Background: an optimization exercise with open tools, aiming at small area, a short achievable clock period and few clock cycles per item. Do not read the settings as production practice.
Where RTL was checked, it was by simulation tests only, not by an equivalence proof against the original.

old:
// des_core
module des_core (
  input  wire        clk,
  input  wire        rst,
  input  wire        start,
  input  wire [1:0]  op,
  input  wire [63:0] key,
  input  wire [63:0] din,
  output reg         busy,
  output reg         done,
  output reg         err,
  output wire [63:0] dout
);
  function [63:0] ip;
    input [63:0] x;
    begin
      ip[63] = x[6];
      ip[62] = x[14];
      ip[61] = x[22];
      ip[60] = x[30];
      ip[59] = x[38];
      ip[58] = x[46];
      ip[57] = x[54];
      ip[56] = x[62];
      ip[55] = x[4];
      ip[54] = x[12];
      ip[53] = x[20];
      ip[52] = x[28];
      ip[51] = x[36];
      ip[50] = x[44];
      ip[49] = x[52];
      ip[48] = x[60];
      ip[47] = x[2];
      ip[46] = x[10];
      ip[45] = x[18];
      ip[44] = x[26];
      ip[43] = x[34];
      ip[42] = x[42];
      ip[41] = x[50];
      ip[40] = x[58];
      ip[39] = x[0];
      ip[38] = x[8];
      ip[37] = x[16];
      ip[36] = x[24];
      ip[35] = x[32];
      ip[34] = x[40];
      ip[33] = x[48];
      ip[32] = x[56];
      ip[31] = x[7];
      ip[30] = x[15];
      ip[29] = x[23];
      ip[28] = x[31];
      ip[27] = x[39];
      ip[26] = x[47];
      ip[25] = x[55];
      ip[24] = x[63];
      ip[23] = x[5];
      ip[22] = x[13];
      ip[21] = x[21];
      ip[20] = x[29];
      ip[19] = x[37];
      ip[18] = x[45];
      ip[17] = x[53];
      ip[16] = x[61];
      ip[15] = x[3];
      ip[14] = x[11];
      ip[13] = x[19];
      ip[12] = x[27];
      ip[11] = x[35];
      ip[10] = x[43];
      ip[9] = x[51];
      ip[8] = x[59];
      ip[7] = x[1];
      ip[6] = x[9];
      ip[5] = x[17];
      ip[4] = x[25];
      ip[3] = x[33];
      ip[2] = x[41];
      ip[1] = x[49];
      ip[0] = x[57];
    end
  endfunction
  function [63:0] fp;
    input [63:0] x;
    begin
      fp[63] = x[24];
      fp[62] = x[56];
      fp[61] = x[16];
      fp[60] = x[48];
      fp[59] = x[8];
      fp[58] = x[40];
      fp[57] = x[0];
      fp[56] = x[32];
      fp[55] = x[25];
      fp[54] = x[57];
      fp[53] = x[17];
      fp[52] = x[49];
      fp[51] = x[9];
      fp[50] = x[41];
      fp[49] = x[1];
      fp[48] = x[33];
      fp[47] = x[26];
      fp[46] = x[58];
      fp[45] = x[18];
      fp[44] = x[50];
      fp[43] = x[10];
      fp[42] = x[42];
      fp[41] = x[2];
      fp[40] = x[34];
      fp[39] = x[27];
      fp[38] = x[59];
      fp[37] = x[19];
  ...
clock: 10.0 ns
lec_check: 0
abc_area: 1
cap_margin: 20
core_margin: 2
core_utilization: 40
cts_buf_list: sky130_fd_sc_hd__clkbuf_4 sky130_fd_sc_hd__clkbuf_8
slew_margin: 20
standard.sh (not shown) runs the stock make flow with config.mk's settings and CLKGATE_MAP_FILE= SYNTH_SCRIPT=/design/flow/synth_recipe.tcl, a recipe that flattens the netlist after the stock synthesis.
==> flow/flow/run.sh <==
#!/bin/bash
# Own layout flow: the standard flow (standard.sh, run whole), with
#  - port buffers of one fixed type instead of the default,
#  - other make settings given below.
# The clock period, constraints, power grid, placement, CTS and routing steps are the
# standard ones.  make's full output goes to standard.log in the work folder.
set -euo pipefail
bash standard.sh SETUP_SLACK_MARGIN=7 ADDER_MAP_FILE= "BUFFER_PORTS_ARGS=-buffer_cell sky130_fd_sc_hd__buf_1" finish > standard.log 2>&1
old: done, clean on timing, DRC and antenna
Testbench counts of old, summed over its fixed seeds: cycles 8,736, blocks 512.
## Diff of input files: new against old
diff --git a/flow/design.v b/flow/design.v
--- a/flow/design.v
+++ b/flow/design.v
@@ -1718,59 +1718,61 @@
   wire [47:0] s_in = expand(r_half) ^ pc2(cd);
   wire [31:0] s_out;
   genvar g;
   generate
     for (g = 0; g < 8; g = g + 1) begin : g_sbox
       des_sbox #(.BOX(g + 1)) u_sbox (.x(s_in[47 - 6*g -: 6]), .y(s_out[31 - 4*g -: 4]));
     end
   endgenerate
   wire [31:0] r_next = l_half ^ pperm(s_out);
   wire [63:0] ip_din = ip(din);
-  wire one = (cnt == 4'd0) || (cnt == 4'd7) || (cnt == 4'd14) || (cnt == 4'd15);
+  reg one, fin;
   reg  [55:0] cd_step;
   always @(*) begin
     case ({dec, one})
       2'b00:   cd_step = rotl2(cd);
       2'b01:   cd_step = rotl1(cd);
       2'b10:   cd_step = rotr2(cd);
-      default: cd_step = (cnt == 4'd15) ? cd : rotr1(cd);
+      default: cd_step = fin ? cd : rotr1(cd);
     endcase
   end
   assign dout = fp({r_half, l_half});
   always @(posedge clk) begin
     if (run) begin
       l_half <= r_half;
       r_half <= r_next;
     end else begin
       l_half <= ip_din[63:32];
       r_half <= ip_din[31:0];
     end
     cnt <= run ? cnt + 4'd1 : 4'd0;
+    one <= run ? (cnt == 4'd6 || cnt == 4'd13 || cnt == 4'd14) : 1'b1;
+    fin <= run && cnt == 4'd14;
     if (run)
       cd <= cd_step;
     else if (acc_ks)
       cd <= rotl1(pc1(key));
     else if (acc_dec)
       cd <= rotr1(cd);
     if (acc_blk)
       dec <= op[1];
     if (rst) begin
       busy      <= 1'b0;
       run       <= 1'b0;
       done      <= 1'b0;
       err       <= 1'b0;
       key_valid <= 1'b0;
     end else begin
       done <= 1'b0;
       err  <= 1'b0;
       if (run) begin
-        if (cnt == 4'd15) begin
+        if (fin) begin
           busy <= 1'b0;
           run  <= 1'b0;
           done <= 1'b1;
         end
       end else if (accept) begin
         if (op == 2'd0) begin
           key_valid <= 1'b1;
           done      <= 1'b1;
         end else if (acc_blk) begin
           busy <= 1'b1;
==> run summary <==
Result: PASS for each of new and old
Comparing new with old, the cell depth of the worst flop-to-flop path came out essentially unchanged.
Comparing total die area for new and old, the smaller number came from new.
new gives more final design area excluding fillers than old did.
Of new and old, the higher mean instance size in the synthesized netlist belongs to old.
The overall routing resource usage of new exceeds that of old by 0.70 points.
Diff old -> new: arrival time of the worst setup path went up 2260 ps; final critical-path required period shows an increase of 51 ps; placed cell area decreased by 2.3% relative to the old numbers.
No functional check of the RTL was part of new.

## afterwards: timing with drivers on the ports
The flow's constraints put no driver on any port. The routed layouts listed below were extracted and timed again, unchanged, in two steps.
Step 1, drivers: a clkbuf_16 drives clk and a buf_2 each remaining input, both assumed.
Step 2 adds t to the input delays and takes it off the output delays; t is the mean of the earliest and latest rising clock arrival at the registers after step 1. Input paths then give back, and output paths get back, about the clock's delay inside the block.
a / b / c = no drivers / after step 1 / after step 2; a / b = the first two.
run	t (ns)	setup WS [ns]	worst slew at a driven data input, ns
old	0.513	7.005 / 6.962 / 6.555	0.06
new	0.512	6.954 / 6.963 / 6.451	0.09
After both steps setup and hold are still met in every run listed. The setup slack of new, which loses most, moves by +0.009 ns with the drivers and by -0.503 ns with both steps.
